What follows belongs to an exercise in optimizing a design on an open flow for small area, a short achievable clock period and few clock cycles; a production flow would make more cautious choices.
Only simulation tests tie the RTL to the original design; equivalence was not proved.
Power is estimated from default activity; no workload was simulated.

==> flow/design.v <==
module modbus_core (
    input  wire        clk,
    input  wire        rst,
    input  wire        rx_valid,
    input  wire [7:0]  rx_data,
    input  wire        rx_last,
    output wire        rx_ready,
    output wire        tx_valid,
    output wire [7:0]  tx_data,
    output wire        tx_last,
    input  wire        tx_ready,
    input  wire        host_en,
    input  wire        host_we,
    input  wire [1:0]  host_space,    
    input  wire [4:0]  host_addr,
    input  wire [15:0] host_wdata,
    output wire [15:0] host_rdata
);
    localparam [2:0] K_EXC = 3'd0, K_RDBITS = 3'd1, K_RDREGS = 3'd2,
                     K_ECHO = 3'd3, K_REPORT = 3'd4;
    integer i;
    reg [15:0] hr  [0:31];
    reg [15:0] ir  [0:31];
    reg [15:0] stg [0:31];       
    reg [31:0] hr_v;             
    reg [31:0] co, di;
    reg [31:0] co_stg;           
    reg       rx_ready_q;
    reg       q0_v, q1_v;
    reg [8:0] q0, q1;            
    assign rx_ready = rx_ready_q;
    wire       push = rx_valid && rx_ready_q;
    wire [7:0] d    = q0[7:0];
    wire       dl   = q0[8];
    wire       pop;
    always @(posedge clk) begin
        if (rst) begin
            q0_v <= 1'b0; q1_v <= 1'b0; rx_ready_q <= 1'b1;
        end else begin
            if (pop) begin
                if (q1_v) begin
                    q0 <= q1;
                    if (push) q1 <= {rx_last, rx_data};
                    else      q1_v <= 1'b0;
                end else if (push) begin
                    q0 <= {rx_last, rx_data};
                end else begin
                    q0_v <= 1'b0;
                end
            end else if (push) begin
                if (!q0_v) begin
                    q0 <= {rx_last, rx_data}; q0_v <= 1'b1;
                end else begin
                    q1 <= {rx_last, rx_data}; q1_v <= 1'b1;
                end
            end
            rx_ready_q <= !((q0_v && q1_v && !pop) ||
                            (q0_v && !pop && push) ||
                            (q1_v && push));
        end
    end
    reg [8:0]  r_n;              
    reg        r_done;
    reg [15:0] r_tid, r_pid, r_rem;
    reg        r_over;
    reg [7:0]  r_unit, r_fc, r_p0, r_p1, r_p2, r_p3, r_bc;
    reg [4:0]  r_wa;             
    reg        s_hw, s_lw;       
    reg        s_c1, s_cm;       
    wire xfer;                   
    wire [8:0] n = r_done ? 9'd0 : r_n;    
    wire hr_hi_w = s_hw;
    wire hr_lo_w = s_lw;
    wire [4:0] hr_a = r_wa;
    wire co_single = s_c1;
    wire co_multi  = s_cm;
    wire [1:0] jb  = r_n[1:0] - 2'd1;      
    wire [7:0] rot = (d << r_p1[2:0]) | (d >> (4'd8 - {1'b0, r_p1[2:0]}));
    wire       cval = (r_p2 == 8'hFF) && (d == 8'h00);
    reg  [31:0] co_wen;
    reg  [31:0] co_wd;
    always @(*) begin
        for (i = 0; i < 32; i = i + 1) begin
            co_wen[i] = 1'b0;
            co_wd[i]  = co_single ? cval : rot[i % 8];
            if (co_single && r_p1[4:0] == i) co_wen[i] = 1'b1;
            if (co_multi && ((i[4:0] - r_p1[4:0]) >> 3) == jb) co_wen[i] = 1'b1;
        end
    end
    reg        w_v;
    reg        w_hrw, w_cow;     
    reg [5:0]  w_ms;             
    reg [5:0]  w_me;
    reg [31:0] w_in;             
    always @(*)
        for (i = 0; i < 32; i = i + 1)
            w_in[i] = (i >= w_ms) && (i < w_me);
    wire conflict = w_v && (((hr_hi_w || hr_lo_w) && w_hrw) ||
                            ((co_single || co_multi) && w_cow));
    wire proc = q0_v && (!r_done || xfer) && !conflict;
    assign pop = proc;
    always @(posedge clk) begin
        if (rst) begin
            r_n <= 9'd0; r_done <= 1'b0; r_over <= 1'b0;
            s_hw <= 1'b0; s_lw <= 1'b0; s_c1 <= 1'b0; s_cm <= 1'b0;
        end else begin
            if (xfer) begin
                r_done <= 1'b0; r_n <= 9'd0; r_over <= 1'b0;
            end
            if (proc) begin
                r_n <= (n == 9'h1FF) ? n : n + 9'd1;
                if (dl) r_done <= 1'b1;
                case (n)
                    9'd0:  r_tid[15:8] <= d;
                    9'd1:  r_tid[7:0]  <= d;
                    9'd2:  r_pid[15:8] <= d;
                    9'd3:  r_pid[7:0]  <= d;
                    9'd4:  r_rem[15:8] <= d;
                    9'd5:  r_rem[7:0]  <= d;
                    9'd6:  r_unit <= d;
                    9'd7:  r_fc <= d;
                    9'd8:  r_p0 <= d;
                    9'd9:  begin r_p1 <= d; r_wa <= d[4:0]; end
                    9'd10: r_p2 <= d;
                    9'd11: r_p3 <= d;
                    9'd12: r_bc <= d;
                    default: ;
                endcase
                case (n)
                    9'd9:  s_hw <= (r_fc == 8'h06);
                    9'd10: begin s_hw <= 1'b0; s_lw <= (r_fc == 8'h06); s_c1 <= (r_fc == 8'h05); end
                    9'd11: begin s_lw <= 1'b0; s_c1 <= 1'b0; end
                    9'd12: begin s_hw <= (r_fc == 8'h10); s_lw <= 1'b0; s_cm <= (r_fc == 8'h0F); end
                    9'd16: s_cm <= 1'b0;
                    default: ;
                endcase
                if (n >= 9'd6) begin
                    r_rem <= r_rem - 16'd1;
                    if (r_rem == 16'd0) r_over <= 1'b1;
                end
                if (r_fc == 8'h10 && n >= 9'd13) begin
                    s_hw <= s_lw; s_lw <= s_hw;
                    if (s_lw) r_wa <= r_wa + 5'd1;
                end
                if (dl) begin
                    s_hw <= 1'b0; s_lw <= 1'b0; s_c1 <= 1'b0; s_cm <= 1'b0;
                end
            end
        end
    end
    wire too_short = r_n < 9'd7;
    wire len_ok    = (r_rem == 16'd0) && !r_over;
    wire no_fc     = r_n == 9'd7;
    wire plen4     = r_n == 9'd12;
    wire plen_ge5  = r_n >= 9'd13;
    wire bc_match  = r_n == ({1'b0, r_bc} + 9'd13);
    wire [8:0] send = {1'b0, r_p1} + {1'b0, r_p3};
    wire in_range  = (r_p0 == 8'd0) && (r_p2 == 8'd0) && (send <= 9'd32);
    wire addr_ok   = (r_p0 == 8'd0) && (r_p1 < 8'd32);
    wire wc_ok     = plen_ge5 && bc_match && (r_p2 < 8'd8) &&
                     ({r_bc, 3'b000} >= {r_p2[2:0], r_p3});
    wire wr_ok     = plen_ge5 && bc_match && (r_p2 == 8'd0) && !r_p3[7] &&
                     (r_bc == {r_p3[6:0], 1'b0});
    reg [2:0] dk;
    reg [7:0] db0, db1;
    reg       dhdr, duok, dwr_hr, dwr_co, dsingle;
    always @(*) begin
        dk = K_EXC; db0 = 8'h80; db1 = 8'h04; dhdr = 1'b1; duok = 1'b1;
        dwr_hr = 1'b0; dwr_co = 1'b0; dsingle = 1'b0;
        if (too_short) begin
            dhdr = 1'b0; duok = 1'b0;
        end else if (!len_ok) begin
            duok = 1'b0;
        end else if (no_fc) begin
        end else begin
            db0 = r_fc | 8'h80;
            case (r_fc)
                8'h01, 8'h02, 8'h03, 8'h04: begin
                    if (!plen4)          db1 = 8'h04;
                    else if (!in_range)  db1 = 8'h02;
                    else begin
                        db0 = r_fc;
                        if (r_fc == 8'h03 || r_fc == 8'h04) begin
                            dk = K_RDREGS; db1 = {r_p3[6:0], 1'b0};
                        end else begin
                            dk = K_RDBITS; db1 = (r_p3 + 8'd7) >> 3;
                        end
                    end
                end
                8'h05, 8'h06: begin
                    if (!plen4)          db1 = 8'h04;
                    else if (!addr_ok)   db1 = 8'h02;
                    else begin
                        dk = K_ECHO; db0 = r_fc; db1 = r_p0; dsingle = 1'b1;
                        if (r_fc[0]) dwr_co = 1'b1; else dwr_hr = 1'b1;
                    end
                end
                8'h0F: begin
                    if (!wc_ok)          db1 = 8'h04;
                    else if (!in_range)  db1 = 8'h02;
                    else begin
                        dk = K_ECHO; db0 = r_fc; db1 = r_p0; dwr_co = 1'b1;
                    end
                end
                8'h10: begin
                    if (!wr_ok)          db1 = 8'h04;
                    else if (!in_range)  db1 = 8'h02;
                    else begin
                        dk = K_ECHO; db0 = r_fc; db1 = r_p0; dwr_hr = 1'b1;
                    end
                end
                8'h11: begin
                    dk = K_REPORT; db0 = 8'h11; db1 = 8'h06;
                end
                default: db1 = 8'h01;
            endcase
        end
    end
    wire [6:0] dlen = (dk == K_RDBITS || dk == K_RDREGS) ? 7'd3 + db1[6:0] :
                      (dk == K_ECHO)   ? 7'd6 :
                      (dk == K_REPORT) ? 7'd9 : 7'd3;
    wire [5:0] mend = dsingle ? {1'b0, r_p1[4:0]} + 6'd1 : send[5:0];
    reg [15:0] w_tid, w_pid;
    reg [7:0]  w_unit, w_b0, w_b1, w_p1, w_p2, w_p3;
    reg [2:0]  w_k;
    reg        w_hdr, w_uok;
    reg [6:0]  w_len;
    reg        t_busy;
    reg [15:0] t_tid, t_pid;
    reg [7:0]  t_unit, t_b0, t_b1, t_p1, t_p2, t_p3;
    reg [2:0]  t_k;
    reg        t_hdr, t_uok;
    reg [6:0]  t_len;
    reg [6:0]  t_idx;
    reg [5:0]  t_rem;
    reg [4:0]  raddr;
    reg [1:0]  rsp;
    reg [15:0] rd_word;          
    reg        rd_wv;            
    reg        rd_bitq;          
    reg       o_v, o_l, s_v, s_l;
    reg [7:0] o_d, s_d;
    assign tx_valid = o_v;
    assign tx_data  = o_d;
    assign tx_last  = o_l;
    wire produce = t_busy && !s_v;
    reg  t_lastb;                
    wire handoff = w_v && (!t_busy || (produce && t_lastb));
    assign xfer  = r_done && (!w_v || handoff);
    wire h_rd = host_en && !host_we;
    wire [4:0]  ra   = t_busy ? raddr : host_addr;
    wire [1:0]  rs   = t_busy ? rsp : host_space;
    wire [15:0] word = rs[0] ? ir[ra] : hr[ra];
    wire        wv   = rs[1] && (rs[0] || hr_v[ra]);
    wire        bitv = !rs[1] && (rs[0] ? di[ra] : co[ra]);
    wire [31:0] sp   = rsp[0] ? di : co;
    wire [63:0] sp2  = {sp, sp} >> raddr;
    wire [7:0]  rot8 = sp2[7:0];
    assign host_rdata = {rd_word[15:1] & {15{rd_wv}}, (rd_word[0] & rd_wv) | rd_bitq};
    reg [7:0] cmask;
    always @(*)
        for (i = 0; i < 8; i = i + 1)
            cmask[i] = (t_rem > i);
    reg [7:0] nb;    
    always @(*) begin
        case (t_idx)
            7'd0: nb = t_hdr ? t_tid[15:8] : 8'h00;
            7'd1: nb = t_hdr ? t_tid[7:0]  : 8'h00;
            7'd2: nb = t_hdr ? t_pid[15:8] : 8'h00;
            7'd3: nb = t_hdr ? t_pid[7:0]  : 8'h00;
            7'd4: nb = 8'h00;
            7'd5: nb = {1'b0, t_len};
            7'd6: nb = t_uok ? t_unit : 8'h00;
            7'd7: nb = t_b0;
            7'd8: nb = t_b1;
            default: begin
                case (t_k)
                    K_RDREGS: nb = (t_idx[0] ? rd_word[15:8] : rd_word[7:0]) & {8{rd_wv}};
                    K_RDBITS: nb = rot8 & cmask;
                    K_ECHO:
                        case (t_idx[1:0])
                            2'd1:    nb = t_p1;
                            2'd2:    nb = t_p2;
                            default: nb = t_p3;
                        endcase
                    default:   
                        case (t_idx[2:0])
                            3'd1:    nb = t_unit;
                            3'd2:    nb = 8'hFF;
                            3'd3:    nb = 8'h53;
                            3'd4:    nb = 8'h4D;
                            3'd5:    nb = 8'h30;
                            default: nb = 8'h31;
                        endcase
                endcase
            end
        endcase
    end
    wire h_wr = host_en && host_we;
    reg        hc_v;             
    reg        hc_sp;            
    reg [4:0]  hc_a;
    always @(posedge clk) begin
        if (rst) begin
            w_v <= 1'b0; t_busy <= 1'b0;
            o_v <= 1'b0; s_v <= 1'b0;
            hc_v <= 1'b0;
            hr_v <= 32'd0;
            co <= 32'd0; di <= 32'd0;
        end else begin
            if (xfer) begin
                w_v <= 1'b1;
                w_tid <= r_tid; w_pid <= r_pid; w_unit <= r_unit;
                w_b0 <= db0; w_b1 <= db1;
                w_p1 <= r_p1; w_p2 <= r_p2; w_p3 <= r_p3;
                w_k <= dk; w_hdr <= dhdr; w_uok <= duok; w_len <= dlen;
                w_hrw <= dwr_hr; w_cow <= dwr_co;
                w_ms <= r_p1[5:0]; w_me <= mend;
            end else if (handoff) begin
                w_v <= 1'b0;
            end
            if (!o_v || tx_ready) begin
                if (s_v) begin
                    o_v <= 1'b1; o_d <= s_d; o_l <= s_l; s_v <= 1'b0;
                end else begin
                    o_v <= produce; o_d <= nb; o_l <= t_lastb;
                end
            end else if (produce) begin
                s_v <= 1'b1; s_d <= nb; s_l <= t_lastb;
            end
            if ((t_busy && t_idx <= 7'd8) || h_rd) begin
                rd_word <= word; rd_wv <= wv; rd_bitq <= bitv;
            end
            if (produce) begin
                t_idx <= t_idx + 7'd1;
                t_lastb <= (t_idx + 7'd1 == t_len + 7'd5);
                if (t_lastb) t_busy <= 1'b0;
                if (t_idx >= 7'd9) begin
                    if (t_k == K_RDREGS) begin
                        if (t_idx[0]) raddr <= raddr + 5'd1;
                        else begin
                            rd_word <= word; rd_wv <= wv;
                        end
                    end
                    if (t_k == K_RDBITS) begin
                        raddr <= raddr + 5'd8;
                        t_rem <= (t_rem > 6'd8) ? t_rem - 6'd8 : 6'd0;
                    end
                end
            end
            if (handoff) begin
                t_busy <= 1'b1;
                t_idx <= 7'd0;
                t_lastb <= 1'b0;
                t_tid <= w_tid; t_pid <= w_pid; t_unit <= w_unit;
                t_b0 <= w_b0; t_b1 <= w_b1;
                t_p1 <= w_p1; t_p2 <= w_p2; t_p3 <= w_p3;
                t_k <= w_k; t_hdr <= w_hdr; t_uok <= w_uok; t_len <= w_len;
                t_rem <= w_p3[5:0];
                raddr <= w_p1[4:0];
                rsp <= w_b0[1:0] - 2'd1;
            end
            hc_v <= h_wr && !host_space[0];
            hc_sp <= host_space[1];
            hc_a <= host_addr;
            if (h_wr && host_space == 2'd1)
                di[host_addr] <= host_wdata[0];
            for (i = 0; i < 32; i = i + 1) begin
                if ((handoff && w_hrw && w_in[i]) || (hc_v && hc_sp && hc_a == i)) begin
                    hr[i] <= stg[i];
                    hr_v[i] <= 1'b1;
                end
                if ((handoff && w_cow && w_in[i]) || (hc_v && !hc_sp && hc_a == i))
                    co[i] <= co_stg[i];
            end
        end
    end
    always @(posedge clk)
        for (i = 0; i < 32; i = i + 1)
            if (rst || (h_wr && host_space == 2'd3 && host_addr == i))
                ir[i] <= rst ? 16'h0000 : host_wdata;
    wire stw = q0_v && !conflict;
    wire [7:0] wb_hi = h_wr ? host_wdata[15:8] : d;
    wire [7:0] wb_lo = h_wr ? host_wdata[7:0]  : d;
    always @(posedge clk) begin
        for (i = 0; i < 32; i = i + 1) begin
            if ((stw && hr_hi_w && hr_a == i) || (h_wr && host_space == 2'd2 && host_addr == i))
                stg[i][15:8] <= wb_hi;
            if ((stw && hr_lo_w && hr_a == i) || (h_wr && host_space == 2'd2 && host_addr == i))
                stg[i][7:0] <= wb_lo;
            if ((stw && co_wen[i]) || (h_wr && host_space == 2'd0 && host_addr == i))
                co_stg[i] <= h_wr ? host_wdata[0] : co_wd[i];
        end
    end
endmodule
==> flow/flow/run.sh <==
#!/bin/bash
set -euo pipefail
bash standard.sh SETUP_SLACK_MARGIN=8 \
  "BUFFER_PORTS_ARGS=-buffer_cell sky130_fd_sc_hd__buf_4" finish > flow.log 2>&1
==> flow/standard.sh <==
#!/bin/bash
# synth_recipe.tcl (not shown) runs the flow's synth.tcl, then flattens the netlist and writes it again
# the make line also repeats each setting of config.mk as NAME=value (left out here)
make -C /OpenROAD-flow-scripts/flow DESIGN_CONFIG=/design/flow/config.mk WORK_HOME=/design/flow/orfs CLKGATE_MAP_FILE= SYNTH_SCRIPT=/design/flow/synth_recipe.tcl "${@:-finish}"
==> flow/config.mk <==
export PLATFORM = sky130hd
export DESIGN_NAME = modbus_core
export DESIGN_NICKNAME = modbus_core
export VERILOG_FILES = /design/flow/design.v
export SDC_FILE = /design/flow/constraint.sdc
export NUM_CORES = 4
export LEC_CHECK = 0
export CAP_MARGIN = 20
export CORE_MARGIN = 2
export CORE_UTILIZATION = 40
export CTS_CLUSTER_DIAMETER = 50
export CTS_CLUSTER_SIZE = 25
export SLEW_MARGIN = 20
==> flow/constraint.sdc <==
create_clock -name core_clock -period 12.0 [get_ports {clk}]
set_input_delay 2.4000 -clock core_clock [delete_from_list [all_inputs] [get_ports {clk}]]
set_output_delay 2.4000 -clock core_clock [all_outputs]
set_load 0.01 [all_outputs]
==> results.toml, run 1 <==
[synthesis]
ys_types = 92
netlist.top_cell.by_area = "edfxtp_1"
postSynthAreaPerCell_um2 = 15.12
yosysWarnings = 4
synth_seq_area_share_pct = 73.91
synth_nets = 5558
synth_enable_flop_cells = 1950
synth_top_area_share_pct = 71.02
synth_area_leaders = "edfxtp_1 (71%), dfxtp_1 (2.9%), nand2_1 (2.2%)"
async_flop_share_pct = 0
netlist_area_um2 = 82450
ys.flop_type = "edfxtp_1"
yosys_register_bits = 2069
netlist_instances = 5455

[final_layout]
area_growth_syn_to_layout_pct = 21.19
nNetsFinal = 5967
fin_cells = 8710
drive_gt1_share_pct = 22.94

[clocking]
hold_buffers = 0
clk_latency_ns = 0.89
cts_buffer_depth = 3
cts_tree = "yes"
cts_buffers = 159
cts.sinks = 2069
htree_levels = 4
clockRootBuffer = "clkbuf_16"
clkTransAtPathRegs_ns = 0.09

[global_route]
antenna_found_initial = 32
grt.overflow.total = 0
grt_pass1_wl_mm = 455.2
track_usage_pct = 31.89
grt_max_degree = 73
grt_pass1_vias = 52320

[placed_design]
pre_cts_ws_ns = 5.426
hpwl_mm = 205.0
routabilityCongestion = 0.9778
dp_cells = 8077
port_buffers = 64

[critical_path]
crit_type = "in -> reg"
cp.required_ns = 12.61
slowest_stage = "nor4_4"
crit_chain = "buf_12 -> or3b_4 -> buf_12 -> buf_6 -> a221oi_4 -> buf_12 -> buf_16 -> a22oi_2 -> nand2_1 -> a2111oi_4 -> nand4_1 -> nor4_4 -> o41ai_2"
cp_common_cell = "buf_12"
startpoint_type = "primary input"
worstPathArrival_ns = 4.95
worstPathMaxFanout = 6
worstSetupEndpointType = "flop"
critPathMaxStageDelay_ns = 0.43

[route]
drc = 0
dr.first_iter.drc_count = 11250
wl_per_cell_um = 39.19
vias = 57620
wirelength_mm = 341.4
dr.pass1.iters = 10
vias_per_cell = 6.616
drtAntennaViolNets = 0

[floorplan]
die-width_um = 458.0
fp-row-count = 166
io_pins = 65
die_h_um = 458.0
core_area_um2 = 204800
die_area_um2 = 209800
start_util_pct = 40.26

[power_and_ir_drop]
totalPowerFinal_w = 0.01496
power_density_nw_per_um2 = 149.7
p_leak_nw = 33.28
ir_worst_vdd_mv = 0.1279

[timing]
timing.final.crit_share_pct = 36.14
fin_ws_ns = 7.663
worst_pin_slew_ns = 1.344
rsz0062_at_grt = "yes"
min_period_ns = 4.337
fin_tns_setup_ns = 0
max-slew-margin-rel_pct = 10.38
clock_skew_ns = 0.08365
maxSlewViolCount = 0
setup_viol = 0
fmax_mhz = 230.6
fin_hold_ws_ns = 0.3763
finalHoldViolCount = 0

[job]
max_cap_violations = 0

[status]
outcome = "timing/DRC/antenna clean"

[worst_hold_path]
hold_class = "reg -> reg"
-- cell usage after synthesis, types with 44 or more instances --
library cell and count:
a221oi_1 160, o22ai_1 61, mux2_2 44, nor2_1 276
mux4_2 56, ha_1 64, and3_1 48, nand3_1 162
xnor2_1 56, o21ai_0 205, nor3_1 72, mux2i_1 81
a21oi_1 164, dfxtp_1 119, a22o_1 122, edfxtp_1 1950
and2_1 51, a22oi_1 225, nand2_1 485, inv_1 65
a31oi_1 46, nand4_1 81, clkbuf_1 279
-- layout by cell type, fill, tap and decap left out, types with 39 or more instances in the layout --
| cell | instances |
|---|---|
| ha_1 | 58 |
| nand2b_1 | 39 |
| o21ai_2 | 45 |
| nand2_1 | 463 |
| mux2_2 | 42 |
| inv_1 | 62 |
| nor2_1 | 236 |
| xnor2_1 | 56 |
| and3_1 | 46 |
| edfxtp_1 | 1950 |
| buf_12 | 95 |
| a22oi_1 | 206 |
| a221oi_1 | 83 |
| dfxtp_1 | 119 |
| mux2i_1 | 77 |
| a31oi_1 | 44 |
| nand3_1 | 155 |
| clkbuf_16 | 167 |
| a21oi_1 | 155 |
| o22ai_1 | 61 |
| mux4_2 | 56 |
| buf_6 | 70 |
| nor3_1 | 48 |
| o21ai_0 | 131 |
| a221oi_2 | 43 |
| a22o_1 | 120 |
| nand4_1 | 81 |
| buf_4 | 339 |
-- kinds of logic after synthesis --
| logic type | after synthesis | synth area share, % |
|---|---|---|
| muxes | 181 | 3.114 |
| and+or+nand+nor | 1382 | 8.036 |
| buffers and inverters | 384 | 1.751 |
| DFF | 2069 | 73.91 |
| xor gates and xnor gates | 85 | 0.9029 |
| adders and majority gates | 65 | 0.9955 |
| AOI/OAI and AO/OA | 1289 | 11.29 |
-- worst paths after layout --
path	to	depth (start not counted)	slack (ns)	from
hold reg to reg	hr[6][3]	0	0.38	stg[6][3]
setup reg to reg	o_d[0]	9	7.99	t_idx[0]
setup / recovery	rd_word[2]	13	7.66	host_addr[0]
hold / removal	hr[6][3]	0	0.38	stg[6][3]
-- sequential cells by signal, summed over array words and instances, names as in the netlist, 9 cells and up --
register	flops
q1	9
hr_v	32
r_n	9
w_tid	16
t_tid	16
r_tid	16
hr	512
co_stg	32
r_rem	16
stg	512
ir	512
rd_word	16
r_pid	16
t_pid	16
w_pid	16
di	32
co	32
q0	9
-- what timing repair did --
action,CTS,global route
hold endpoints to repair,0,0
gates cloned,29,3
endpoints found under the setup margin,664,292
setup buffers,220,59
pin swaps,110,84
resized for setup,403,100
-- routing by layer --
layer | vias to the layer above | wire [µm] | GRT usage, %
met5 | - | 128 | 0
met4 | 12 | 26040 | 19.74
met1 | 28660 | 124500 | 42.56
met3 | 1167 | 49640 | 11.07
li1 | 22600 | - | -
met2 | 5188 | 141100 | 44.45
-- critical path, delay by kind of cell --
kind	cells	cell delay, ns
compound gates	4	0.74
buf+inv	5	0.71
simple gates	4	1.07
-- report_power, final --
group          switching, W  total [W]  internal, W
logic              0.000731    0.00104     0.000310
registers         0.0000710    0.00813      0.00806
clock network       0.00291    0.00578      0.00287
total               0.00372     0.0150       0.0112
-- per-stage QoR --
stage,instance area (µm²),utilization [%]
finish,99930,48.80
global route,99860,48.76
CTS,98650,48.17
detailed placement,87980,42.96
global placement,87880,42.91
floorplan,84120,-
-- cell type report --
class,instances,area [µm²]
fillers,17080,104900
repair buffers,561,6655
diodes,27,67.56
clock buffers,168,4119
clock inverters,124,1612
inverters,68,275.3
multi-input cells,3005,22900
well taps,2688,3363
flip-flops and latches,2069,60940
Testbench counts, summed over its fixed seeds: cycles 26,601.
==> run 2: changes to the inputs <==
--- a/flow/design.v
+++ b/flow/design.v
@@ -250,9 +250,21 @@
     wire h_rd = host_en && !host_we;
     wire [4:0]  ra   = t_busy ? raddr : host_addr;
     wire [1:0]  rs   = t_busy ? rsp : host_space;
-    wire [15:0] word = rs[0] ? ir[ra] : hr[ra];
-    wire        wv   = rs[1] && (rs[0] || hr_v[ra]);
-    wire        bitv = !rs[1] && (rs[0] ? di[ra] : co[ra]);
+    reg  [31:0] rsel;
+    reg  [15:0] word;
+    reg         hv, bv;
+    always @(*) begin
+        for (i = 0; i < 32; i = i + 1)
+            rsel[i] = (ra == i);
+        word = 16'h0000; hv = 1'b0; bv = 1'b0;
+        for (i = 0; i < 32; i = i + 1) begin
+            word = word | ({16{rsel[i] & !rs[0]}} & hr[i]) | ({16{rsel[i] & rs[0]}} & ir[i]);
+            hv = hv | (rsel[i] & hr_v[i]);
+            bv = bv | (rsel[i] & (rs[0] ? di[i] : co[i]));
+        end
+    end
+    wire        wv   = rs[1] && (rs[0] || hv);
+    wire        bitv = !rs[1] && bv;
     wire [31:0] sp   = rsp[0] ? di : co;
     wire [63:0] sp2  = {sp, sp} >> raddr;
     wire [7:0]  rot8 = sp2[7:0];
==> run 2 against run 1 <==
Compared with the run above:
- sequential power is essentially flat
- sequential cell count is the same
- highest routed layer unchanged
- still clean
- non-clock buffer count shrank 30
- clock power grew 18%
==> results.toml, run 2 <==
[status]
outcome = "timing/DRC/antenna clean"

[clocking]
cts_buffer_depth = 3
cts.sinks = 2069
clk_latency_ns = 0.92
htree_levels = 4
cts_buffers = 197
clkTransAtPathRegs_ns = 0.08
cts_tree = "yes"
clockRootBuffer = "clkbuf_16"

[timing]
min_period_ns = 4.383
clock_skew_ns = 0.1165
maxSlewViolCount = 0
fmax_mhz = 228.2
worst_pin_slew_ns = 1.289
timing.final.crit_share_pct = 36.53
setup_viol = 0
finalHoldViolCount = 0
max-slew-margin-rel_pct = 13.83
rsz0062_at_grt = "yes"
fin_tns_setup_ns = 0

[synthesis]
netlist_area_um2 = 82140
synth_top_area_share_pct = 71.29
async_flop_share_pct = 0
netlist_instances = 5363
yosys_register_bits = 2069
ys_types = 100
synth_nets = 5463
postSynthAreaPerCell_um2 = 15.32
synth.most_common_cell = "edfxtp_1"
synth_enable_flop_cells = 1950
synth_area_leaders = "edfxtp_1 (71%), a22oi_1 (3.1%), dfxtp_1 (2.9%)"
netlist.top_cell.by_area = "edfxtp_1"
synth_top_cells_by_count = "edfxtp_1 (1950), nand2_1 (377), a22oi_1 (334)"
yosysWarnings = 4
ys.flop_type = "edfxtp_1"
synth_seq_area_share_pct = 74.19

[final_layout]
drive_gt1_share_pct = 24.17
fin_cells = 8641
final_common_cell = "edfxtp_1"
mostFrequentLayoutCells = "edfxtp_1 (1950), buf_4 (389), nand2_1 (341), a22oi_1 (297), nor2_1 (266)"
reg_top3 = "hr (512), ir (512), stg (512)"
nNetsFinal = 5861
fin_util_pct = 48.59
area_growth_syn_to_layout_pct = 20.91

[critical_path]
worstPathMaxFanout = 6
crit_type = "in -> reg"
cp.required_ns = 12.64
worstSetupEndpointType = "flop"
worstPathArrival_ns = 5.02
startpoint_type = "primary input"

[power_and_ir_drop]
p_leak_nw = 32.89
power_density_nw_per_um2 = 159.5
ir_worst_vdd_mv = 0.1615

[floorplan]
die_area_um2 = 209000
die-width_um = 457.2
die_h_um = 457.2
fp-row-count = 166
start_util_pct = 40.19
core_area_um2 = 204400
io_pins = 65

[route]
dr.pass1.iters = 10
vias = 58150
wl_per_cell_um = 43.49
drtAntennaViolNets = 0
dr.first_iter.drc_count = 11530
vias_per_cell = 6.729
wirelength_mm = 375.8
drc = 0

[global_route]
antenna_found_initial = 25
grt.overflow.total = 0
track_usage_pct = 35.01
grt_pass1_wl_mm = 488.4
grt_pass1_vias = 52230
grt_max_degree = 81

[placed_design]
dp_cells = 7977
port_buffers = 64
routabilityCongestion = 1.021
hpwl_mm = 243.1

[worst_hold_path]
hold_class = "reg -> reg"

[job]
max_cap_violations = 0
## run 2: final timing paths
path	startpoint	depth (start not counted)	slack (ns)	to
worst min-delay path	stg[9][12]	0	0.34	hr[9][12]
worst min register to register	stg[9][12]	0	0.34	hr[9][12]
worst max-delay path	host_addr[3]	12	7.62	rd_word[11]
worst max register to register	t_idx[1]	10	7.92	rd_word[7]
## run 2: layout make-up
type,instances,area [µm²]
Fill cell,17290,105100
Sequential cell,2069,60940
Multi-Input combinational cell,2900,22050
Timing Repair Buffer,531,5408
Clock buffer,209,5006
Tap cell,2688,3363
Clock inverter,163,2247
Inverter,62,254.0
Antenna cell,19,47.55
## run 2: logic make-up (layout without fill, tap and decap cells)
logic type,count (synthesis),in the layout,synth area share [%]
XOR/XNOR,84,84,0.8957
buffers and inverters,401,965,1.904
other,0,19,0
AO/OA/AOI/OAI,1224,1225,10.71
multiplexers,191,191,3.270
flip-flops,2069,2069,74.19
AND/OR/NAND/NOR,1332,1338,8.073
adder cells (fa/ha/maj),62,62,0.9536
## run 2: worst max-delay path: stages
cell and delay, ns:
buf_16 0.11, or3b_4 0.30, nand2_8 0.10, buf_6 0.17, buf_6 0.11, and3_4 0.21
buf_12 0.18, a22o_1 0.25, a221oi_2 0.16, nand4_1 0.48, nor4_2 0.38, a31oi_1 0.12
## run 2: metal layers
metal / up-vias / track usage, % / part of all wire (%)
li1: 22240 / - / -
met1: 29250 / 45.03 / 36
met2: 5387 / 49.12 / 41
met3: 1255 / 14.77 / 15
met4: 20 / 20.74 / 7.5
met5: - / 0.3674 / 0.066
## run 2: repair_timing
| action | 4_1_cts | 5_1_grt |
|---|---|---|
| setup endpoints to repair | 1524 | 357 |
| buffers inserted | 203 | 50 |
| gates resized for setup | 349 | 111 |
| hold buffers | 0 | 0 |
| pin swaps | 84 | 68 |
| cloned | 12 | 6 |
## run 2: metrics by stage
stage	cell area, µm²	setup slack, ns	total power (W)	hold slack [ns]
after floorplan	83500	7.085	0.008575	0.4003
after global placement	87320	5.776	0.008976	0.4003
after detailed placement	87390	5.724	0.008983	0.4045
after CTS	98180	7.766	0.01579	0.3439
after global routing	99270	7.719	0.01613	0.3436
final	99320	7.617	0.01584	0.3433
## run 2: report_power, final
group / internal [W] / switching [W] / total [W]
Clock: 0.00352 / 0.00331 / 0.00683
Combinational: 0.000225 / 0.000641 / 0.000866
Sequential: 0.00806 / 0.0000755 / 0.00814
Total: 0.0118 / 0.00402 / 0.0158
Testbench counts of run 2, summed over its fixed seeds: cycles 26,601.
==> run 3: changes to the inputs <==
==> flow/flow/run.sh (replaced) <==
#!/bin/bash
set -euo pipefail
bash standard.sh SETUP_SLACK_MARGIN=8 \
  "BUFFER_PORTS_ARGS=-buffer_cell sky130_fd_sc_hd__buf_4" \
  "CTS_ARGS=-sink_clustering_enable -repair_clock_nets -sink_clustering_size 25 -sink_clustering_max_diameter 50 -dont_use_dummy_load" \
  finish > flow.log 2>&1
--- a/flow/config.mk
+++ b/flow/config.mk
@@ -8,6 +8,4 @@
 export CAP_MARGIN = 20
 export CORE_MARGIN = 2
 export CORE_UTILIZATION = 40
-export CTS_CLUSTER_DIAMETER = 50
-export CTS_CLUSTER_SIZE = 25
 export SLEW_MARGIN = 20
==> run 3 against run 2 <==
Compared with the run above:
- still clean on timing, DRC and antenna
- global-route usage is 0.56 points lower
- via count shrank 1.8%
- register-to-register slack lost 0.02 ns
- hold slack lost 0.021 ns
- die area unchanged
- clock skew is 0.031 ns higher
- combinational power is 3.0% lower
- largest power group unchanged
==> results.toml, run 3 <==
[floorplan]
fp-row-count = 166
die_area_um2 = 209000
start_util_pct = 40.19
die-width_um = 457.2
die_h_um = 457.2
io_pins = 65
core_area_um2 = 204400

[worst_hold_path]
hold_end = "hr[28][14]"
worstHoldStart = "stg[28][14]"
hold_class = "reg -> reg"
hold_depth = 0

[route]
met1_length_mm = 134.0
dr.first_iter.drc_count = 11260
dr_wl_met3_mm = 56.06
dr.pass1.iters = 9
vias = 57080
wirelength_mm = 370.9
highest_layer = "met5"
wl_per_cell_um = 44.36
met2_wirelength_mm = 152.1
vias_per_cell = 6.826
drc = 0
drtAntennaViolNets = 0

[final_layout]
nNetsFinal = 5759
fin_util_pct = 46.85
final_common_cell = "edfxtp_1"
area_growth_syn_to_layout_pct = 16.57
mostFrequentLayoutCells = "edfxtp_1 (1950), nand2_1 (343), a22oi_1 (307), buf_4 (304), nor2_1 (266)"
reg_top3 = "hr (512), ir (512), stg (512)"
fill_cells = 17580
drive_gt1_share_pct = 20.35

[synthesis]
synth_xor_area_share_pct = 0.8957
ys.flop_type = "edfxtp_1"
synth-compound-area-share_pct = 10.71
synth.most_common_cell = "edfxtp_1"
synth_top_area_share_pct = 71.29
netlist_area_um2 = 82140
synth_area_leaders = "edfxtp_1 (71%), a22oi_1 (3.1%), dfxtp_1 (2.9%)"
yosys_register_bits = 2069
synth_top_cells_by_count = "edfxtp_1 (1950), nand2_1 (377), a22oi_1 (334)"
yosysWarnings = 4
synthAdderAreaFrac_pct = 0.9536
synth_enable_flop_cells = 1950
netlist.top_cell.by_area = "edfxtp_1"
synth_top_family_by_area = "compound AO/OA/AOI/OAI gates"
synth.mux.area_fraction_pct = 3.270
synth_nets = 5463
synth_seq_area_share_pct = 74.19
synth_simple_gate_area_share_pct = 8.073
ys_types = 100
async_flop_share_pct = 0
postSynthAreaPerCell_um2 = 15.32
netlist_instances = 5363

[critical_path]
startpoint_type = "primary input"
reg2reg_from = "t_idx[1]"
rr_worst_depth = 10
critical_path_buf_inv_count = 3
crit_chain = "buf_16 -> or3b_4 -> buf_12 -> nand2_4 -> nand2_1 -> a21oi_2 -> buf_4 -> a221oi_1 -> nand4_1 -> o32a_1"
crit_type = "in -> reg"
cp.required_ns = 12.57
critPathMaxStageDelay_ns = 0.59
worstSetupEndpointType = "flop"
reg2reg_to = "rd_word[7]"
slowest_stage = "a221oi_1"
worstPathMaxFanout = 16
cp_top_family = "compound AO/OA/AOI/OAI gates"
r2r_setup_slack_ns = 7.90
worstPathArrival_ns = 4.99

[timing]
maxSlewViolCount = 0
timing.final.crit_share_pct = 36.82
min_period_ns = 4.419
fmax_mhz = 226.3
worst_pin_slew_ns = 1.273
rsz0062_at_grt = "yes"
setup_viol = 0
fin_tns_setup_ns = 0
finalHoldViolCount = 0
max-slew-margin-rel_pct = 15.15
clock_skew_ns = 0.1473

[clocking]
htree_levels = 4
cts_buffer_depth = 3
hold_buffers = 0
cts_tree = "yes"
clk_latency_ns = 0.90
clkTransAtPathRegs_ns = 0.08
cts.sinks = 2069
cts_buffers = 197
clockRootBuffer = "clkbuf_16"

[job]
max_cap_violations = 0

[global_route]
grt.overflow.total = 0
track_usage_pct = 34.45
grt_max_degree = 81
grt_pass1_vias = 51230
grt_pass1_wl_mm = 480.6
antenna_found_initial = 23

[power_and_ir_drop]
power_density_nw_per_um2 = 150.1
p_leak_nw = 31.21
totalPowerFinal_w = 0.01437
ir_worst_vdd_mv = 0.1594

[placed_design]
hpwl_mm = 243.1
routabilityCongestion = 1.021
port_buffers = 64

[status]
outcome = "timing/DRC/antenna clean"
run 3: worst max-delay path by stage:
stage,start,endpoint,cells past startpoint
finish,host_addr[3],rd_word[7],10
global placement,host_space[0],rd_word[7],9
detailed placement,host_space[0],rd_word[7],9
global route,host_addr[3],rd_word[3],10
floorplan,rst,t_rem[0],4
CTS,host_addr[2],rd_word[7],9
run 3: power by group:
| group | switching (W) | internal [W] | leakage, nW |
|---|---|---|---|
| combinational | 0.000632 | 0.000208 | 9.91 |
| clock | 0.00253 | 0.00285 | 2.43 |
| sequential | 0.0000753 | 0.00807 | 18.9 |
run 3: layer usage:
metal | global-route usage, % | up-vias
met3 | 14.24 | 1175
met1 | 44.57 | 28930
met2 | 48.07 | 5145
met5 | 0 | -
li1 | - | 21810
met4 | 20.91 | 12
run 3: per-stage QoR:
step | cells | hold slack, ns | worst slack, ns | instance area (µm²)
finish | 8362 | 0.3225 | 7.581 | 95750
global route | 8346 | 0.3179 | 7.675 | 95710
CTS | 8270 | 0.3159 | 7.745 | 94340
detailed placement | 7977 | 0.4045 | 5.724 | 87390
global placement | 7974 | 0.4003 | 5.776 | 87320
floorplan | 5363 | 0.4003 | 7.085 | 83500
run 3: area by class of cell:
class	count	area (µm²)	area share (%)
Sequential cell	2069	60940	63.64
Multi-Input combinational cell	2902	21960	22.93
Clock buffer	197	4930	5.148
Timing Repair Buffer	427	4262	4.451
Tap cell	2688	3363	3.512
Inverter	62	257.7	0.2692
Antenna cell	17	42.54	0.04443
run 3: worst reg2reg max path: stages (launching register included):
cell      delay (ns)
edfxtp_1        0.48
inv_1           0.12
ha_1            0.32
nand2b_1        0.08
a21boi_0        0.42
a21oi_1         0.32
nand2_4         0.44
buf_4           0.59
nand4_1         0.16
or4_4           0.61
o32a_1          0.30
run 3: logic make-up after synthesis:
kind of cell,count (synthesis)
AO/OA/AOI/OAI,1224
XOR/XNOR,84
adder cells (fa/ha/maj),62
buffers and inverters,401
flip-flops,2069
multiplexers,191
AND/OR/NAND/NOR,1332
run 3: timing repair:
item                                    in CTS  in global routing
gates cloned                                 8                 10
resized for setup                          268                128
setup buffers                               88                 64
endpoints found under the setup margin    1593                201
pin swaps                                   57                 59
==> run 4: changes to the inputs <==
--- a/flow/config.mk
+++ b/flow/config.mk
@@ -8,4 +8,5 @@
 export CAP_MARGIN = 20
 export CORE_MARGIN = 2
 export CORE_UTILIZATION = 40
+export PLACE_DENSITY = 0.72
 export SLEW_MARGIN = 20
==> run 4 against run 3 <==
Compared with the run above:
- sequential share of layout area fell by 0.26 points
- critical endpoint is now rd_word[9]
- critical path depth fell by 1
- maximum frequency fell by 1.7%
- design area rose by 0.41%
- routed wire length fell by 1.2%
- still clean
- combinational power rose by 3.2%
==> results.toml, run 4 <==
[route]
drtAntennaViolNets = 0
wirelength_mm = 366.6
dr.pass1.iters = 9
vias_per_cell = 6.872
vias = 57760
dr.first_iter.drc_count = 11800
wl_per_cell_um = 43.62
drc = 0

[critical_path]
cp.required_ns = 12.60
critPathMaxStageDelay_ns = 0.69
rr_worst_depth = 8
r2r_setup_slack_ns = 7.95
slowest_stage = "or4_4"
crit_type = "in -> reg"
worstSetupEndpointType = "flop"
crit_chain = "buf_12 -> or3_4 -> nand2_8 -> and3_1 -> buf_6 -> a22oi_2 -> nand4_1 -> or4_4 -> o32a_1"
worstPathArrival_ns = 5.10
startpoint_type = "primary input"
worstPathMaxFanout = 21
reg2reg_to = "rd_word[9]"
reg2reg_from = "raddr[3]"

[clocking]
clockRootBuffer = "clkbuf_16"
cts_buffers = 180
clkTransAtPathRegs_ns = 0.06
clk_latency_ns = 0.86
htree_levels = 4
hold_buffers = 0
cts.sinks = 2069
cts_buffer_depth = 3
cts_tree = "yes"

[final_layout]
fin_util_pct = 47.04
final_common_cell = "edfxtp_1"
mostFrequentLayoutCells = "edfxtp_1 (1950), buf_4 (360), nand2_1 (341), a22oi_1 (301), nor2_1 (265)"
nNetsFinal = 5804
reg_top3 = "hr (512), ir (512), stg (512)"
drive_gt1_share_pct = 21.31
area_growth_syn_to_layout_pct = 17.05

[floorplan]
fp-row-count = 166
die-width_um = 457.2
start_util_pct = 40.19
core_area_um2 = 204400
io_pins = 65
die_area_um2 = 209000
die_h_um = 457.2

[worst_hold_path]
hold_end = "hr[8][0]"
hold_depth = 0
hold_class = "reg -> reg"
worstHoldStart = "stg[8][0]"

[synthesis]
netlist_instances = 5363
synth_top_area_share_pct = 71.29
ys.flop_type = "edfxtp_1"
yosysWarnings = 4
postSynthAreaPerCell_um2 = 15.32
ys_types = 100
netlist.top_cell.by_area = "edfxtp_1"
synth.most_common_cell = "edfxtp_1"
yosys_register_bits = 2069
async_flop_share_pct = 0
synth_seq_area_share_pct = 74.19
netlist_area_um2 = 82140
synth_nets = 5463
synth_top_cells_by_count = "edfxtp_1 (1950), nand2_1 (377), a22oi_1 (334)"
synth_area_leaders = "edfxtp_1 (71%), a22oi_1 (3.1%), dfxtp_1 (2.9%)"
synth_enable_flop_cells = 1950

[timing]
maxSlewViolCount = 0
fin_hold_ws_ns = 0.3384
clock_skew_ns = 0.1378
min_period_ns = 4.495
timing.final.crit_share_pct = 37.46
fmax_mhz = 222.5
rsz0062_at_grt = "yes"
setup_viol = 0
fin_ws_ns = 7.505
finalHoldViolCount = 0
max-slew-margin-rel_pct = 13.36
fin_tns_setup_ns = 0
worst_pin_slew_ns = 1.300

[power_and_ir_drop]
p_leak_nw = 31.39
ir_worst_vdd_mv = 0.1799
totalPowerFinal_w = 0.01407
power_density_nw_per_um2 = 146.3

[job]
max_cap_violations = 0

[placed_design]
hpwl_mm = 239.7
pre_cts_ws_ns = 5.898
routabilityCongestion = 1.047
port_buffers = 64

[global_route]
track_usage_pct = 33.80
grt_max_degree = 75
grt.overflow.total = 0
antenna_found_initial = 26
grt_pass1_wl_mm = 472.3
grt_pass1_vias = 51300

[status]
outcome = "timing/DRC/antenna clean"
[run 4: cell count changes in the layout (fill, tap and decap cells not counted), moves of 7 or more]
cell,change
nor2_2,-8
clkbuf_16,-16
buf_4,+56
nor2_4,+9
o21ai_2,-7
and3_4,+7
[run 4: cell families (layout without fill, tap and decap cells)]
family	count (synthesis)	in the layout	share of synthesized area, %
simple gates	1332	1336	8.073
flops	2069	2069	74.19
fa+ha+maj	62	62	0.9536
buf+inv	401	734	1.904
compound gates	1224	1226	10.71
mux	191	191	3.270
xor+xnor	84	84	0.8957
other cells	0	15	0
[run 4: where the power goes]
group | leakage (nW) | switching (W) | total (W) | internal [W]
combinational | 10.3 | 0.000646 | 0.000867 | 0.000221
sequential | 18.9 | 0.0000795 | 0.00815 | 0.00807
clock | 2.22 | 0.00244 | 0.00505 | 0.00262
total | 31.4 | 0.00316 | 0.0141 | 0.0109
[run 4: layout make-up]
cell class              count  area, µm²
clock buffers             180       4504
repair buffers            492       4857
inverters                  62      255.2
well taps                2688       3363
multi-input cells        2899      22190
flip-flops and latches   2069      60940
diodes                     15      37.54
fillers                 17490     108200
[run 4: worst max-delay path, delay by kind of cell]
family	cells	cell delay, ns
and+or+nand+nor	5	1.73
AOI/OAI and AO/OA	2	0.52
buffers and inverters	2	0.35
[run 4: how the worst max path moves through the flow]
stage | start | to | slack [ns] | cells after the start
floorplan | rst | t_rem[0] | 7.08 | 4
global placement | host_space[0] | rd_word[1] | 5.96 | 10
detailed placement | host_addr[3] | rd_word[4] | 5.90 | 9
CTS | host_addr[0] | rd_word[14] | 7.60 | 9
global route | host_addr[3] | rd_word[8] | 7.58 | 13
finish | host_space[0] | rd_word[9] | 7.50 | 9
[run 4: per-layer routing]
metal / vias to the layer above / wire length (µm) / share of wire, % / global-route usage, %
met3: 1270 / 62300 / 17 / 14.86
met5: - / 282 / 0.077 / 0.06889
met1: 29040 / 129400 / 35 / 44.21
met4: 20 / 28940 / 7.9 / 19.87
li1: 21910 / - / - / -
met2: 5518 / 145700 / 40 / 46.21
[run 4: repair_timing]
action | 4_1_cts | 5_1_grt
setup endpoints to repair | 955 | 495
gates resized for setup | 237 | 202
pin swaps | 45 | 87
gates cloned | 1 | 11
buffers inserted | 95 | 128
[run 4: through the flow]
stage | instances | area [µm²]
3_5_place_dp | 7973 | 87460
2_1_floorplan | 5363 | 83500
5_1_grt | 8392 | 96110
6_report | 8405 | 96140
3_3_place_gp | 7969 | 87310
4_1_cts | 8249 | 93880
==> run 5: changes to the inputs <==
==> flow/config.mk (replaced) <==
export PLATFORM = sky130hd
export DESIGN_NAME = modbus_core
export DESIGN_NICKNAME = modbus_core
export VERILOG_FILES = /design/flow/design.v
export SDC_FILE = /design/flow/constraint.sdc
export NUM_CORES = 4
export LEC_CHECK = 0
export CAP_MARGIN = 10
export CORE_MARGIN = 2
export CORE_UTILIZATION = 40
export SLEW_MARGIN = 10
==> run 5 against run 4 <==
Compared with the run above:
- still clean
- global-route usage grew 0.88 points
- utilization grew 0.41 points
- routed wire length grew 1.7%
- clock skew grew 0.0090 ns
- sequential cell count is the same
- register-to-register slack gained 0.07 ns
- maximum frequency grew 3.1%
- non-clock buffer count grew 34
- hold slack lost 0.0084 ns
- critical endpoint is now rd_word[3]
- largest power group unchanged
==> results.toml, run 5 <==
[worst_hold_path]
worstHoldStart = "stg[4][10]"
hold_depth = 0
hold_end = "hr[4][10]"
hold_class = "reg -> reg"

[global_route]
grt.overflow.total = 0
grt_pass1_wl_mm = 483.4
antenna_found_initial = 19
grt_pass1_vias = 51890
track_usage_pct = 34.68
grt_max_degree = 81

[final_layout]
reg_top3 = "hr (512), ir (512), stg (512)"
drive_gt1_share_pct = 22.37
area_growth_syn_to_layout_pct = 18.08
final_common_cell = "edfxtp_1"
nNetsFinal = 5854
mostFrequentLayoutCells = "edfxtp_1 (1950), buf_4 (377), nand2_1 (341), a22oi_1 (288), nor2_1 (265)"
fin_cells = 8447

[floorplan]
die-width_um = 457.2
start_util_pct = 40.19
die_h_um = 457.2
io_pins = 65
die_area_um2 = 209000
fp-row-count = 166
core_area_um2 = 204400

[clocking]
cts.sinks = 2069
clockRootBuffer = "clkbuf_16"
cts_tree = "yes"
cts_buffer_depth = 3
hold_buffers = 0
cts_buffers = 192
clk_latency_ns = 0.90
htree_levels = 4
clkTransAtPathRegs_ns = 0.06

[placed_design]
port_buffers = 64
pre_cts_ws_ns = 5.781
routabilityCongestion = 1.021
dp_cells = 7974
hpwl_mm = 242.9

[synthesis]
synth.most_common_cell = "edfxtp_1"
ys_types = 100
synth_nets = 5463
yosysWarnings = 4
netlist.top_cell.by_area = "edfxtp_1"
netlist_area_um2 = 82140
synth_seq_area_share_pct = 74.19
synth_enable_flop_cells = 1950
synth_top_area_share_pct = 71.29
postSynthAreaPerCell_um2 = 15.32
netlist_instances = 5363
async_flop_share_pct = 0
yosys_register_bits = 2069
synth_area_leaders = "edfxtp_1 (71%), a22oi_1 (3.1%), dfxtp_1 (2.9%)"
synth_top_cells_by_count = "edfxtp_1 (1950), nand2_1 (377), a22oi_1 (334)"
ys.flop_type = "edfxtp_1"

[job]
max_cap_violations = 0

[critical_path]
cp.required_ns = 12.58
worstPathArrival_ns = 4.94
crit_type = "in -> reg"
rr_worst_depth = 6
r2r_setup_slack_ns = 8.02
worstSetupEndpointType = "flop"
worstPathMaxFanout = 7
startpoint_type = "primary input"
reg2reg_from = "s_cm"
reg2reg_to = "stg[14][0]"

[power_and_ir_drop]
power_density_nw_per_um2 = 147.4
p_leak_nw = 31.85
ir_worst_vdd_mv = 0.1718

[route]
dr.first_iter.drc_count = 11380
wl_per_cell_um = 44.14
drtAntennaViolNets = 0
wirelength_mm = 372.9
vias = 57230
drc = 0
vias_per_cell = 6.775
dr.pass1.iters = 8

[timing]
worst_pin_slew_ns = 1.312
fin_ws_ns = 7.642
maxSlewViolCount = 0
fin_tns_setup_ns = 0
min_period_ns = 4.358
clock_skew_ns = 0.1467
setup_viol = 0
timing.final.crit_share_pct = 36.32
max-slew-margin-rel_pct = 12.50
fmax_mhz = 229.5
rsz0062_at_grt = "yes"
finalHoldViolCount = 0

[status]
outcome = "timing/DRC/antenna clean"
## run 5: cell counts after synthesis
No cell type changed its count.
## run 5: cell families after synthesis
kind of cell | Yosys count | synth area share, %
flops | 2069 | 74.19
simple gates | 1332 | 8.073
compound gates | 1224 | 10.71
buf+inv | 401 | 1.904
mux | 191 | 3.270
xor+xnor | 84 | 0.8957
fa+ha+maj | 62 | 0.9536
## run 5: worst max-delay path, cell delays in order
cell and delay, ns:
buf_16 0.11, nor2_4 0.04, a32o_4 0.36, buf_8 0.17, and3_2 0.34, buf_4 0.23
a22o_1 0.18, a221oi_2 0.55, nand4_1 0.17, o32a_1 0.36
## run 5: layout make-up
type	instances	area, µm²
diodes	7	17.52
flip-flops and latches	2069	60940
clock buffers	192	4805
multi-input cells	2903	22200
fillers	17510	107400
well taps	2688	3363
inverters	62	256.5
repair buffers	526	5409
## run 5: how the worst max path moves through the flow
stage | start | end
3_3_place_gp | host_space[0] | rd_word[7]
4_1_cts | rd_wv | host_rdata[0]
5_1_grt | host_addr[0] | rd_word[2]
2_1_floorplan | rst | t_rem[0]
6_report | host_addr[4] | rd_word[3]
3_5_place_dp | host_space[0] | rd_word[7]
## run 5: power by group
group          switching, W  total, W  leakage [nW]  internal (W)
logic              0.000634  0.000861          10.6      0.000227
registers         0.0000773   0.00815          18.9       0.00807
clock network       0.00250   0.00529          2.37       0.00278
## run 5: timing repair
action                                 4_1_cts  5_1_grt
buffers inserted                           189       63
setup endpoints to repair                 1621      265
cloned                                      16        6
resized for setup                          365      125
endpoints found under the hold margin        0        0
pin swaps                                   91       77
## run 5: through the flow
stage | util (%) | hold slack [ns] | power, W | cell area, µm²
2_1_floorplan | - | 0.4003 | 0.008575 | 83500
3_3_place_gp | 42.72 | 0.4003 | 0.008976 | 87320
3_5_place_dp | 42.72 | 0.4045 | 0.008980 | 87320
4_1_cts | 46.84 | 0.3322 | 0.01424 | 95730
5_1_grt | 47.45 | 0.3407 | 0.01455 | 96980
6_report | 47.46 | 0.3300 | 0.01430 | 96990
## run 5: layer usage
layer	GRT usage (%)	wire length, µm
met3	14.79	57280
met1	44.65	134000
met4	19.49	28490
met2	48.99	152800
met5	0	218

what the ideal ports hide:
The results above use ideal ports. As a check the final layouts listed here were re-extracted and re-timed, cells and wires unchanged.
Step 1 sets driving cells, clkbuf_16 on the clock port and buf_2 on the other inputs (assumed; they add their load-dependent delay and slew).
Step 2 also shifts input and output timing later by t, the mid clock arrival at the registers, as if the neighbouring blocks saw the same clock.
Slacks: no drivers / after step 1 / after step 2; pairs: no drivers / after step 1.
run	t (ns)	setup WS [ns]	latest minus earliest clock arrival (ns)
run 1	0.931	7.663 / 7.489 / 6.558	0.089 / 0.090
run 2	0.954	7.617 / 7.586 / 6.631	0.116 / 0.117
run 3	0.910	7.581 / 7.537 / 6.627	0.150 / 0.151
run 4	0.898	7.505 / 7.452 / 6.554	0.161 / 0.161
run 5	0.904	7.642 / 7.537 / 6.632	0.170 / 0.169
After both steps setup and hold are still met in every run listed. The setup slack of run 1, which loses most, moves by -0.174 ns with the drivers and by -1.105 ns with both steps.
